What follows belongs to an exercise in optimizing a design on an open flow for small area, a short achievable clock period and few clock cycles; a production flow would make more cautious choices.
At most, simulation tests tie the RTL to the original design; equivalence was not proved.
Power figures rest on the tool's default switching activity, not on a simulated workload.

==> run a <==
## adc_acq
module adc_acq (
    input  wire        clk,
    input  wire        rst,        
    input  wire        start,
    input  wire        dev24,      
    input  wire [7:0]  n,          
    input  wire [2:0]  gain,       
    input  wire [30:0] vref_uv,    
    output reg         ready,
    input  wire        s_valid,
    input  wire [23:0] s_data,     
    input  wire        s_timeout,  
    output reg         s_ready,
    output reg         done,
    output wire [31:0] res_raw,    
    output wire [31:0] res_uv,     
    output reg         res_to      
);
    localparam [22:0] M = 23'h7fffff;
    reg         flush;      
    reg         first;      
    reg         inv;        
    reg         div;        
    reg         hv;         
    reg         fin;        
    reg         f1, f2;
    reg         abort;      
    reg         gz;         
    reg         op_dev24;
    reg  [7:0]  nd;         
    reg  [7:0]  cnt;        
    reg  [2:0]  gcnt;       
    reg  [36:0] V;          
    reg  [31:0] acc;        
    reg  [59:0] P;          
    reg         neg;        
    assign res_raw = acc;
    assign res_uv  = P[31:0];
    wire take = s_valid & s_ready;
    wire [36:0] v16 = (gain == 3'd0) ? 37'd375 * M : 37'd125 * M;
    wire [31:0] add_a = (fin ? {8'd0, acc[23:0]} : acc) ^ {32{inv}};
    wire [23:0] smp   = P[59:36] & {24{s_ready | flush}};
    wire [31:0] add_b = {{8{smp[23]}}, smp};
    wire [31:0] add_o;
    wire        add_co;
    bk_add #(32) u_acc (.a(add_a), .b(add_b), .ci(inv), .s(add_o), .co(add_co));
    wire [8:0]  d_t1 = {acc[31:24], acc[23]};
    wire [9:0]  d_s1 = {1'b0, d_t1} - {2'b00, nd};
    wire        d_q1 = ~d_s1[9];
    wire [7:0]  d_r1 = d_q1 ? d_s1[7:0] : d_t1[7:0];
    wire [8:0]  d_t2 = {d_r1, acc[22]};
    wire [9:0]  d_s2 = {1'b0, d_t2} - {2'b00, nd};
    wire        d_q2 = ~d_s2[9];
    wire [7:0]  d_r2 = d_q2 ? d_s2[7:0] : d_t2[7:0];
    wire [31:0] divout = {d_r2, acc[21:0], d_q1, d_q2};
    wire        div_step = div & gz & ~(first & neg);
  ...
==> flow/config.mk <==
export PLATFORM = sky130hd
export DESIGN_NAME = adc_acq
export DESIGN_NICKNAME = adc_acq
export VERILOG_FILES = /design/flow/design.v
export SDC_FILE = /design/flow/constraint.sdc
export NUM_CORES = 4
export LEC_CHECK = 0
export ABC_AREA = 1
export CAP_MARGIN = 20
export CORE_MARGIN = 2
export CORE_UTILIZATION = 40
export CTS_BUF_LIST = sky130_fd_sc_hd__clkbuf_4 sky130_fd_sc_hd__clkbuf_8
export PLACE_DENSITY = 0.8
export SLEW_MARGIN = 20
export TNS_END_PERCENT = 0
==> flow/constraint.sdc <==
create_clock -name core_clock -period 11.0 [get_ports {clk}]
set_input_delay 2.2000 -clock core_clock [delete_from_list [all_inputs] [get_ports {clk}]]
set_output_delay 2.2000 -clock core_clock [all_outputs]
set_load 0.01 [all_outputs]
standard.sh (not shown) runs the stock make flow with config.mk's settings and CLKGATE_MAP_FILE= SYNTH_SCRIPT=/design/flow/synth_recipe.tcl, a recipe that flattens the netlist after the stock synthesis.
==> flow/flow/run.sh <==
#!/bin/bash
# Standard layout, with the timing repair aiming for 7.5 ns of setup slack
# (a 3.5 ns path at the 11 ns clock) and the port buffers made from buf_1.
set -euo pipefail
export SETUP_SLACK_MARGIN=7.5
export BUFFER_PORTS_ARGS="-buffer_cell sky130_fd_sc_hd__buf_1"
bash standard.sh > standard.log 2>&1
==> run b (differences from run a) <==
--- a/flow/design.v
+++ b/flow/design.v
@@ -19,25 +19,26 @@
     localparam [22:0] M = 23'h7fffff;
     reg         flush;      
     reg         first;      
     reg         inv;        
     reg         div;        
     reg         hv;         
     reg         fin;        
-    reg         f1, f2;
+    reg         f1, f2, f3;
     reg         abort;      
     reg         gz;         
     reg         op_dev24;
     reg  [7:0]  nd;         
     reg  [7:0]  cnt;        
     reg  [2:0]  gcnt;       
     reg  [36:0] V;          
     reg  [31:0] acc;        
     reg  [59:0] P;          
     reg         neg;        
+    reg  [1:0]  dg;         
     assign res_raw = acc;
     assign res_uv  = P[31:0];
     wire take = s_valid & s_ready;
     wire [36:0] v16 = (gain == 3'd0) ? 37'd375 * M : 37'd125 * M;
     wire [31:0] add_a = (fin ? {8'd0, acc[23:0]} : acc) ^ {32{inv}};
     wire [23:0] smp   = P[59:36] & {24{s_ready | flush}};
     wire [31:0] add_b = {{8{smp[23]}}, smp};
@@ -51,49 +52,44 @@
     wire [8:0]  d_t2 = {d_r1, acc[22]};
     wire [9:0]  d_s2 = {1'b0, d_t2} - {2'b00, nd};
     wire        d_q2 = ~d_s2[9];
     wire [7:0]  d_r2 = d_q2 ? d_s2[7:0] : d_t2[7:0];
     wire [31:0] divout = {d_r2, acc[21:0], d_q1, d_q2};
     wire        div_step = div & gz & ~(first & neg);
     wire [39:0] h_p  = {P[37:0], 2'b00};
-    wire [39:0] h_x0 = acc[0] ? {3'd0, V} : 40'd0;
-    wire [39:0] h_x1 = acc[1] ? {2'd0, V, 1'b0} : 40'd0;
+    wire [39:0] h_x0 = dg[0] ? {3'd0, V} : 40'd0;
+    wire [39:0] h_x1 = dg[1] ? {2'd0, V, 1'b0} : 40'd0;
     wire [39:0] h_s  = h_p ^ h_x0 ^ h_x1;
     wire [39:0] h_c  = (h_p & h_x0) | (h_p & h_x1) | (h_x0 & h_x1);
     wire [39:0] h_lo;
     wire        h_co;
     bk_add #(40) u_hor (.a(h_s), .b({h_c[38:0], 1'b0}), .ci(1'b0), .s(h_lo), .co(h_co));
     wire [19:0] h_up  = P[57:38];
     wire [19:0] h_upi = h_up + 20'd1;
     wire [59:0] hsum  = {(h_co | h_c[39]) ? h_upi : h_up, h_lo};
-    wire [30:0] wh  = P[59:29];
-    wire [30:0] wh2 = V[30:0];                 
+    wire [30:0] wh  = P[59:29];                
+    wire [30:0] whv = V[30:0];                 
     wire [22:0] f_a = wh[22:0];
     wire [22:0] f_b = P[28:6];
     wire [22:0] f_k = 23'h3fffff;
     wire [22:0] f_s = f_a ^ f_b ^ f_k;
     wire [22:0] f_c = (f_a & f_b) | (f_a & f_k) | (f_b & f_k);
     wire [22:0] f_x;
     wire        f_co;
     bk_add #(23) u_f1 (.a(f_s), .b({f_c[21:0], 1'b0}), .ci(P[5]), .s(f_x), .co(f_co));
-    wire [11:0] f1v = {f_c[22] & f_co, f_c[22] ^ f_co, &f_x[22:9], f_x[8:0]};
-    wire [8:0]  sh0 = {1'b0, wh2[30:23]};
-    wire [8:0]  sh1 = sh0 + 9'd1;
-    wire [8:0]  sh2 = sh0 + 9'd2;
-    wire [8:0]  sv  = P[11] ? sh2 : P[10] ? sh1 : sh0;
-    wire [9:0]  c_lo = {1'b0, P[8:0]} + {1'b0, sv} + 10'd1;
-    wire        c    = c_lo[9] & P[9];
-    wire [9:0]  shn  = {1'b0, sv} - {9'd0, neg};
-    wire [10:0] q_l0  = {1'b0, wh2[9:0]} + {1'b0, shn};
-    wire [10:0] q_l1  = {1'b0, wh2[9:0]} + {1'b0, shn} + 11'd1;
-    wire [10:0] q_lo  = c ? q_l1 : q_l0;
-    wire [21:0] q_up  = {1'b0, wh2[30:10]};
+    wire [24:0] x  = {f_c[22] & f_co, f_c[22] ^ f_co, f_x};
+    wire [8:0]  sh   = {1'b0, whv[30:23]} + {7'd0, P[24:23]};
+    wire [9:0]  shn  = {2'b00, whv[30:23]} + {8'd0, P[24:23]} - {9'd0, neg};
+    wire [9:0]  c_lo = {1'b0, P[8:0]} + {1'b0, sh} + 10'd1;
+    wire        c    = c_lo[9] & (&P[22:9]);
+    wire [10:0] q_lo  = {1'b0, whv[9:0]} + {1'b0, P[9:0]} + {10'd0, P[10]};
+    wire [21:0] q_up  = {1'b0, whv[30:10]};
     wire [21:0] q_upi = q_up + 22'd1;
     wire [21:0] q_upd = q_up - 22'd1;
-    wire [31:0] q     = {(q_lo[10] & ~shn[9]) ? q_upi : (~q_lo[10] & shn[9]) ? q_upd : q_up, q_lo[9:0]};
+    wire [31:0] q     = {(q_lo[10] & ~P[9]) ? q_upi : (~q_lo[10] & P[9]) ? q_upd : q_up, q_lo[9:0]};
     wire [31:0] uv = q ^ {32{neg}};
     reg  [2:0] gsh;    
     always @(*) begin
         case ({dev24, gain})
             4'b0000: gsh = 3'd5;
             4'b0001: gsh = 3'd6;
             4'b0010: gsh = 3'd5;
@@ -118,25 +114,28 @@
             V <= {V[35:0], 1'b0};
         else if (f1)
             V <= {6'd0, wh};
         if (ready) begin
             op_dev24 <= dev24;
             nd       <= n;
         end
+        dg <= {d_q1, d_q2};
         if (ready | abort)
             acc <= 32'd0;
         else if (div_step)
             acc <= divout;
         else
             acc <= add_o;
         if (hv)
             P <= hsum;
         else if (f1)
-            P <= {48'd0, f1v};
+            P <= {35'd0, x};
         else if (f2)
+            P <= {49'd0, c, shn};
+        else if (f3)
             P <= {28'd0, uv};
         else if (take & ~s_timeout)    
             P <= {op_dev24 ? s_data : {s_data[15:0], 8'd0}, 36'd0};
         else
             P <= 60'd0;
         if (flush) neg <= add_o[31];
         inv <= (flush & add_o[31]) | (last_div & neg);
@@ -159,28 +158,30 @@
             flush   <= 1'b0;
             first   <= 1'b0;
             div     <= 1'b0;
             hv      <= 1'b0;
             fin     <= 1'b0;
             f1      <= 1'b0;
             f2      <= 1'b0;
+            f3      <= 1'b0;
             abort   <= 1'b0;
         end else begin
-            ready   <= ready ? ~start : (f2 | abort);
+            ready   <= ready ? ~start : (f3 | abort);
             s_ready <= (ready & start & (n != 8'd0)) |
                        (s_ready & ~(take & (s_timeout | (cnt == 8'd1))));
             flush   <= take & ~s_timeout & (cnt == 8'd1);
             first   <= flush | (first & ~neg & ~div_step);
             div     <= flush | (div & ~last_div);
             hv      <= div_step;
             fin     <= last_div;
             f1      <= fin;
             f2      <= f1;
+            f3      <= f2;
             abort   <= (ready & start & (n == 8'd0)) | (take & s_timeout);
-            done    <= f2 | abort;
+            done    <= f3 | abort;
         end
     end
 endmodule
 module bk_add #(parameter W = 32) (
     input  wire [W-1:0] a,
     input  wire [W-1:0] b,
     input  wire         ci,
- CTS_BUF_LIST: sky130_fd_sc_hd__clkbuf_4 sky130_fd_sc_hd__clkbuf_8 -> sky130_fd_sc_hd__clkbuf_8 sky130_fd_sc_hd__clkbuf_16
- PLACE_DENSITY: 0.8 -> not set
==> run c (differences from run a) <==
--- a/flow/design.v
+++ b/flow/design.v
@@ -19,15 +19,15 @@
     localparam [22:0] M = 23'h7fffff;
     reg         flush;      
     reg         first;      
     reg         inv;        
     reg         div;        
     reg         hv;         
     reg         fin;        
-    reg         f1, f2;
+    reg         f1, f2, f3;
     reg         abort;      
     reg         gz;         
     reg         op_dev24;
     reg  [7:0]  nd;         
     reg  [7:0]  cnt;        
     reg  [2:0]  gcnt;       
     reg  [36:0] V;          
@@ -61,39 +61,33 @@
     wire [39:0] h_c  = (h_p & h_x0) | (h_p & h_x1) | (h_x0 & h_x1);
     wire [39:0] h_lo;
     wire        h_co;
     bk_add #(40) u_hor (.a(h_s), .b({h_c[38:0], 1'b0}), .ci(1'b0), .s(h_lo), .co(h_co));
     wire [19:0] h_up  = P[57:38];
     wire [19:0] h_upi = h_up + 20'd1;
     wire [59:0] hsum  = {(h_co | h_c[39]) ? h_upi : h_up, h_lo};
-    wire [30:0] wh  = P[59:29];
-    wire [30:0] wh2 = V[30:0];                 
+    wire [30:0] wh = P[59:29];
     wire [22:0] f_a = wh[22:0];
     wire [22:0] f_b = P[28:6];
     wire [22:0] f_k = 23'h3fffff;
     wire [22:0] f_s = f_a ^ f_b ^ f_k;
     wire [22:0] f_c = (f_a & f_b) | (f_a & f_k) | (f_b & f_k);
     wire [22:0] f_x;
     wire        f_co;
     bk_add #(23) u_f1 (.a(f_s), .b({f_c[21:0], 1'b0}), .ci(P[5]), .s(f_x), .co(f_co));
-    wire [11:0] f1v = {f_c[22] & f_co, f_c[22] ^ f_co, &f_x[22:9], f_x[8:0]};
-    wire [8:0]  sh0 = {1'b0, wh2[30:23]};
-    wire [8:0]  sh1 = sh0 + 9'd1;
-    wire [8:0]  sh2 = sh0 + 9'd2;
-    wire [8:0]  sv  = P[11] ? sh2 : P[10] ? sh1 : sh0;
-    wire [9:0]  c_lo = {1'b0, P[8:0]} + {1'b0, sv} + 10'd1;
-    wire        c    = c_lo[9] & P[9];
-    wire [9:0]  shn  = {1'b0, sv} - {9'd0, neg};
-    wire [10:0] q_l0  = {1'b0, wh2[9:0]} + {1'b0, shn};
-    wire [10:0] q_l1  = {1'b0, wh2[9:0]} + {1'b0, shn} + 11'd1;
-    wire [10:0] q_lo  = c ? q_l1 : q_l0;
-    wire [21:0] q_up  = {1'b0, wh2[30:10]};
+    wire [24:0] x  = {f_c[22] & f_co, f_c[22] ^ f_co, f_x};
+    wire [8:0]  sh   = {1'b0, wh[30:23]} + {7'd0, P[24:23]};
+    wire [9:0]  shn  = {2'b00, wh[30:23]} + {8'd0, P[24:23]} - {9'd0, neg};
+    wire [9:0]  c_lo = {1'b0, P[8:0]} + {1'b0, sh} + 10'd1;
+    wire        c    = c_lo[9] & (&P[22:9]);
+    wire [10:0] q_lo  = {1'b0, wh[9:0]} + {1'b0, P[9:0]} + {10'd0, P[10]};
+    wire [21:0] q_up  = {1'b0, wh[30:10]};
     wire [21:0] q_upi = q_up + 22'd1;
     wire [21:0] q_upd = q_up - 22'd1;
-    wire [31:0] q     = {(q_lo[10] & ~shn[9]) ? q_upi : (~q_lo[10] & shn[9]) ? q_upd : q_up, q_lo[9:0]};
+    wire [31:0] q     = {(q_lo[10] & ~P[9]) ? q_upi : (~q_lo[10] & P[9]) ? q_upd : q_up, q_lo[9:0]};
     wire [31:0] uv = q ^ {32{neg}};
     reg  [2:0] gsh;    
     always @(*) begin
         case ({dev24, gain})
             4'b0000: gsh = 3'd5;
             4'b0001: gsh = 3'd6;
             4'b0010: gsh = 3'd5;
@@ -112,32 +106,32 @@
     always @(posedge clk) begin
         gcnt <= gcnt_nx;
         gz   <= (gcnt_nx <= 3'd1);    
         if (ready)
             V <= dev24 ? {6'd0, vref_uv} : v16;
         else if (gcnt != 3'd0)
             V <= {V[35:0], 1'b0};
-        else if (f1)
-            V <= {6'd0, wh};
         if (ready) begin
             op_dev24 <= dev24;
             nd       <= n;
         end
         if (ready | abort)
             acc <= 32'd0;
         else if (div_step)
             acc <= divout;
         else
             acc <= add_o;
         if (hv)
             P <= hsum;
         else if (f1)
-            P <= {48'd0, f1v};
+            P[28:0] <= {4'd0, x};               
         else if (f2)
-            P <= {28'd0, uv};
+            P[28:0] <= {18'd0, c, shn};
+        else if (f3)
+            P[31:0] <= uv;
         else if (take & ~s_timeout)    
             P <= {op_dev24 ? s_data : {s_data[15:0], 8'd0}, 36'd0};
         else
             P <= 60'd0;
         if (flush) neg <= add_o[31];
         inv <= (flush & add_o[31]) | (last_div & neg);
         if (ready)
@@ -159,28 +153,30 @@
             flush   <= 1'b0;
             first   <= 1'b0;
             div     <= 1'b0;
             hv      <= 1'b0;
             fin     <= 1'b0;
             f1      <= 1'b0;
             f2      <= 1'b0;
+            f3      <= 1'b0;
             abort   <= 1'b0;
         end else begin
-            ready   <= ready ? ~start : (f2 | abort);
+            ready   <= ready ? ~start : (f3 | abort);
             s_ready <= (ready & start & (n != 8'd0)) |
                        (s_ready & ~(take & (s_timeout | (cnt == 8'd1))));
             flush   <= take & ~s_timeout & (cnt == 8'd1);
             first   <= flush | (first & ~neg & ~div_step);
             div     <= flush | (div & ~last_div);
             hv      <= div_step;
             fin     <= last_div;
             f1      <= fin;
             f2      <= f1;
+            f3      <= f2;
             abort   <= (ready & start & (n == 8'd0)) | (take & s_timeout);
-            done    <= f2 | abort;
+            done    <= f3 | abort;
         end
     end
 endmodule
 module bk_add #(parameter W = 32) (
     input  wire [W-1:0] a,
     input  wire [W-1:0] b,
     input  wire         ci,
- PLACE_DENSITY: 0.8 -> not set
==> run d (differences from run a) <==
--- a/flow/design.v
+++ b/flow/design.v
@@ -15,36 +15,47 @@
     output wire [31:0] res_raw,    
     output wire [31:0] res_uv,     
     output reg         res_to      
 );
     localparam [22:0] M = 23'h7fffff;
     reg         flush;      
     reg         first;      
-    reg         inv;        
     reg         div;        
     reg         hv;         
     reg         fin;        
-    reg         f1, f2;
+    reg         f1, f2, f3;
     reg         abort;      
     reg         gz;         
     reg         op_dev24;
     reg  [7:0]  nd;         
     reg  [7:0]  cnt;        
     reg  [2:0]  gcnt;       
     reg  [36:0] V;          
+    reg  [23:0] sreg;       
     reg  [31:0] acc;        
     reg  [59:0] P;          
     reg         neg;        
     assign res_raw = acc;
     assign res_uv  = P[31:0];
     wire take = s_valid & s_ready;
-    wire [36:0] v16 = (gain == 3'd0) ? 37'd375 * M : 37'd125 * M;
+    reg  [36:0] v16;
+    always @(*) begin
+        case (gain)
+            3'd0:    v16 = 37'd12000 * M;
+            3'd1:    v16 = 37'd8000  * M;
+            3'd2:    v16 = 37'd4000  * M;
+            3'd3:    v16 = 37'd2000  * M;
+            3'd4:    v16 = 37'd1000  * M;
+            3'd5:    v16 = 37'd500   * M;
+            default: v16 = 37'd8000  * M;
+        endcase
+    end
+    wire        inv   = neg & (first | fin);
     wire [31:0] add_a = (fin ? {8'd0, acc[23:0]} : acc) ^ {32{inv}};
-    wire [23:0] smp   = P[59:36] & {24{s_ready | flush}};
-    wire [31:0] add_b = {{8{smp[23]}}, smp};
+    wire [31:0] add_b = {{8{sreg[23]}}, sreg};
     wire [31:0] add_o;
     wire        add_co;
     bk_add #(32) u_acc (.a(add_a), .b(add_b), .ci(inv), .s(add_o), .co(add_co));
     wire [8:0]  d_t1 = {acc[31:24], acc[23]};
     wire [9:0]  d_s1 = {1'b0, d_t1} - {2'b00, nd};
     wire        d_q1 = ~d_s1[9];
     wire [7:0]  d_r1 = d_q1 ? d_s1[7:0] : d_t1[7:0];
@@ -61,89 +72,68 @@
     wire [39:0] h_c  = (h_p & h_x0) | (h_p & h_x1) | (h_x0 & h_x1);
     wire [39:0] h_lo;
     wire        h_co;
     bk_add #(40) u_hor (.a(h_s), .b({h_c[38:0], 1'b0}), .ci(1'b0), .s(h_lo), .co(h_co));
     wire [19:0] h_up  = P[57:38];
     wire [19:0] h_upi = h_up + 20'd1;
     wire [59:0] hsum  = {(h_co | h_c[39]) ? h_upi : h_up, h_lo};
-    wire [30:0] wh  = P[59:29];
-    wire [30:0] wh2 = V[30:0];                 
+    wire [30:0] wh = P[59:29];
     wire [22:0] f_a = wh[22:0];
     wire [22:0] f_b = P[28:6];
     wire [22:0] f_k = 23'h3fffff;
     wire [22:0] f_s = f_a ^ f_b ^ f_k;
     wire [22:0] f_c = (f_a & f_b) | (f_a & f_k) | (f_b & f_k);
     wire [22:0] f_x;
     wire        f_co;
     bk_add #(23) u_f1 (.a(f_s), .b({f_c[21:0], 1'b0}), .ci(P[5]), .s(f_x), .co(f_co));
-    wire [11:0] f1v = {f_c[22] & f_co, f_c[22] ^ f_co, &f_x[22:9], f_x[8:0]};
-    wire [8:0]  sh0 = {1'b0, wh2[30:23]};
-    wire [8:0]  sh1 = sh0 + 9'd1;
-    wire [8:0]  sh2 = sh0 + 9'd2;
-    wire [8:0]  sv  = P[11] ? sh2 : P[10] ? sh1 : sh0;
-    wire [9:0]  c_lo = {1'b0, P[8:0]} + {1'b0, sv} + 10'd1;
-    wire        c    = c_lo[9] & P[9];
-    wire [9:0]  shn  = {1'b0, sv} - {9'd0, neg};
-    wire [10:0] q_l0  = {1'b0, wh2[9:0]} + {1'b0, shn};
-    wire [10:0] q_l1  = {1'b0, wh2[9:0]} + {1'b0, shn} + 11'd1;
-    wire [10:0] q_lo  = c ? q_l1 : q_l0;
-    wire [21:0] q_up  = {1'b0, wh2[30:10]};
+    wire [24:0] x  = {f_c[22] & f_co, f_c[22] ^ f_co, f_x};
+    wire [8:0]  sh  = {1'b0, wh[30:23]} + {7'd0, P[24:23]};
+    wire [23:0] cc  = {1'b0, P[22:0]} + {15'd0, sh} + 24'd1;
+    wire [9:0]  shn = {1'b0, sh} - {9'd0, neg};
+    wire [10:0] q_lo  = {1'b0, wh[9:0]} + {1'b0, P[9:0]} + {10'd0, P[10]};
+    wire [21:0] q_up  = {1'b0, wh[30:10]};
     wire [21:0] q_upi = q_up + 22'd1;
     wire [21:0] q_upd = q_up - 22'd1;
-    wire [31:0] q     = {(q_lo[10] & ~shn[9]) ? q_upi : (~q_lo[10] & shn[9]) ? q_upd : q_up, q_lo[9:0]};
+    wire [31:0] q     = {(q_lo[10] & ~P[9]) ? q_upi : (~q_lo[10] & P[9]) ? q_upd : q_up, q_lo[9:0]};
     wire [31:0] uv = q ^ {32{neg}};
-    reg  [2:0] gsh;    
-    always @(*) begin
-        case ({dev24, gain})
-            4'b0000: gsh = 3'd5;
-            4'b0001: gsh = 3'd6;
-            4'b0010: gsh = 3'd5;
-            4'b0011: gsh = 3'd4;
-            4'b0100: gsh = 3'd3;
-            4'b0101: gsh = 3'd2;
-            4'b0110: gsh = 3'd6;
-            4'b0111: gsh = 3'd6;
-            4'b1111: gsh = 3'd6;
-            default: gsh = 3'd6 - gain;
-        endcase
-    end
-    wire [2:0] gcnt_nx = ready ? gsh
+    wire [2:0] gcnt_nx = ready ? (dev24 ? ((gain == 3'd7) ? 3'd6 : (3'd6 - gain)) : 3'd0)
                                : ((gcnt != 3'd0) ? gcnt - 3'd1 : 3'd0);
     wire       last_div = div_step & (cnt == 8'd1);
     always @(posedge clk) begin
+        if (take & ~s_timeout)
+            sreg <= op_dev24 ? s_data : {s_data[15:0], 8'd0};
+        else
+            sreg <= 24'd0;
         gcnt <= gcnt_nx;
-        gz   <= (gcnt_nx <= 3'd1);    
+        gz   <= (gcnt_nx == 3'd0);
         if (ready)
             V <= dev24 ? {6'd0, vref_uv} : v16;
         else if (gcnt != 3'd0)
             V <= {V[35:0], 1'b0};
-        else if (f1)
-            V <= {6'd0, wh};
         if (ready) begin
             op_dev24 <= dev24;
             nd       <= n;
         end
         if (ready | abort)
             acc <= 32'd0;
         else if (div_step)
             acc <= divout;
         else
             acc <= add_o;
         if (hv)
             P <= hsum;
         else if (f1)
-            P <= {48'd0, f1v};
+            P[24:0] <= x;
         else if (f2)
-            P <= {28'd0, uv};
-        else if (take & ~s_timeout)    
-            P <= {op_dev24 ? s_data : {s_data[15:0], 8'd0}, 36'd0};
+            P[10:0] <= {cc[23], shn};
+        else if (f3)
+            P[31:0] <= uv;
         else
             P <= 60'd0;
         if (flush) neg <= add_o[31];
-        inv <= (flush & add_o[31]) | (last_div & neg);
         if (ready)
             cnt <= n;
         else if (take & ~s_timeout)
             cnt <= cnt - 8'd1;
         else if (flush)
             cnt <= op_dev24 ? 8'd12 : 8'd8;
         else if (div_step)
@@ -159,28 +149,30 @@
             flush   <= 1'b0;
             first   <= 1'b0;
             div     <= 1'b0;
             hv      <= 1'b0;
             fin     <= 1'b0;
             f1      <= 1'b0;
             f2      <= 1'b0;
+            f3      <= 1'b0;
             abort   <= 1'b0;
         end else begin
-            ready   <= ready ? ~start : (f2 | abort);
+            ready   <= ready ? ~start : (f3 | abort);
             s_ready <= (ready & start & (n != 8'd0)) |
                        (s_ready & ~(take & (s_timeout | (cnt == 8'd1))));
             flush   <= take & ~s_timeout & (cnt == 8'd1);
             first   <= flush | (first & ~neg & ~div_step);
             div     <= flush | (div & ~last_div);
             hv      <= div_step;
             fin     <= last_div;
             f1      <= fin;
             f2      <= f1;
+            f3      <= f2;
             abort   <= (ready & start & (n == 8'd0)) | (take & s_timeout);
-            done    <= f2 | abort;
+            done    <= f3 | abort;
         end
     end
 endmodule
 module bk_add #(parameter W = 32) (
     input  wire [W-1:0] a,
     input  wire [W-1:0] b,
     input  wire         ci,
==> flow/flow/run.sh (replaced) <==
#!/bin/bash
# Standard layout, with the timing repair aiming for 7.2 ns of setup slack
# (a 3.8 ns path at the 11 ns clock) and the port buffers made from buf_2.
set -euo pipefail
export SETUP_SLACK_MARGIN=7.2
export BUFFER_PORTS_ARGS="-buffer_cell sky130_fd_sc_hd__buf_2"
bash standard.sh > standard.log 2>&1
- ABC_AREA: 1 -> not set
- CORE_UTILIZATION: 40 -> 60
- CTS_BUF_LIST: sky130_fd_sc_hd__clkbuf_4 sky130_fd_sc_hd__clkbuf_8 -> sky130_fd_sc_hd__clkbuf_2 sky130_fd_sc_hd__clkbuf_4 sky130_fd_sc_hd__clkbuf_8
- PLACE_DENSITY: 0.8 -> not set
- TNS_END_PERCENT: 0 -> not set
==> out/qor.txt <==
Final Instance Area: 19,400 µm²
CP Max Fanout: 8
Post-cts resize count: 38
CP max stage cell: fa_1
Antenna violations before repair: 0
Period utilisation layout: 32.9%
P_seq: 708 µW
Status: complete, no violations
Fraction of cell area in non-clock buffers: 5.93%
Clock Power: 442 µW
Ys flop type: edfxtp_1
Hold WS: 482 ps
Comb pwr share: 13.0%
(the above is from run c)
==> out/qor.txt <==
Comb pwr share: 11.3%
CP max stage cell: fa_1
Ys flop type: edfxtp_1
Final Instance Area: 20,400 µm²
Antenna violations before repair: 1
Period utilisation layout: 37.9%
P_seq: 818 µW
Clock Power: 479 µW
Status: complete, no violations
Fraction of cell area in non-clock buffers: 9.39%
Post-cts resize count: 108
(the above is from run d)
==> out/qor.txt <==
Status: complete, no violations
Final Instance Area: 19,700 µm²
Post-cts resize count: 45
CP Max Fanout: 56
Clock Power: 652 µW
Hold WS: 482 ps
CP max stage cell: clkbuf_8
Comb pwr share: 20.6%
P_seq: 718 µW
(the above is from run b)
==> out/qor.txt <==
Status: complete, no violations
Hold WS: 458 ps
Antenna violations before repair: 0
CP max stage cell: edfxtp_1
Fraction of cell area in non-clock buffers: 5.25%
Period utilisation layout: 42.3%
P_seq: 710 µW
Post-cts resize count: 37
Comb pwr share: 30.8%
Final Instance Area: 18,600 µm²
(the above is from run a)
Testbench counts of run b, summed over its fixed seeds: cycles 89,574.
Function not checked in run a, run c and run d: the RTL went through the layout flow alone.

separate check: timing with driven ports:
The results above use ideal ports. As a check the final layouts listed here were re-extracted and re-timed, cells and wires unchanged. Step 1 assumes that a clkbuf_16 drives the clock port and a buf_2 every other input. Step 2, shift: input delay + t, output delay - t, t = (earliest + latest rising clock arrival at the registers) / 2. This alone moves slack from input paths to output paths. Three values: ideal ports, drivers, drivers and shift; two values: the first two.
run | shift t [ns] | setup WS [ns] | worst setup path at the end | cell pins on the clock port's net
run a | 0.538 | 6.342 / 6.342 / 6.342 | register to register | 1
run b | 0.518 | 7.459 / 7.403 / 7.286 | input to register | 1
run c | 0.583 | 7.377 / 7.365 / 7.071 | input to register | 1
run d | 0.566 | 6.836 / 6.836 / 6.836 | register to register | 1
After both steps every run listed still meets setup and hold. The setup slack of run c, which loses most, moves by -0.012 ns with the drivers and by -0.306 ns with both steps.
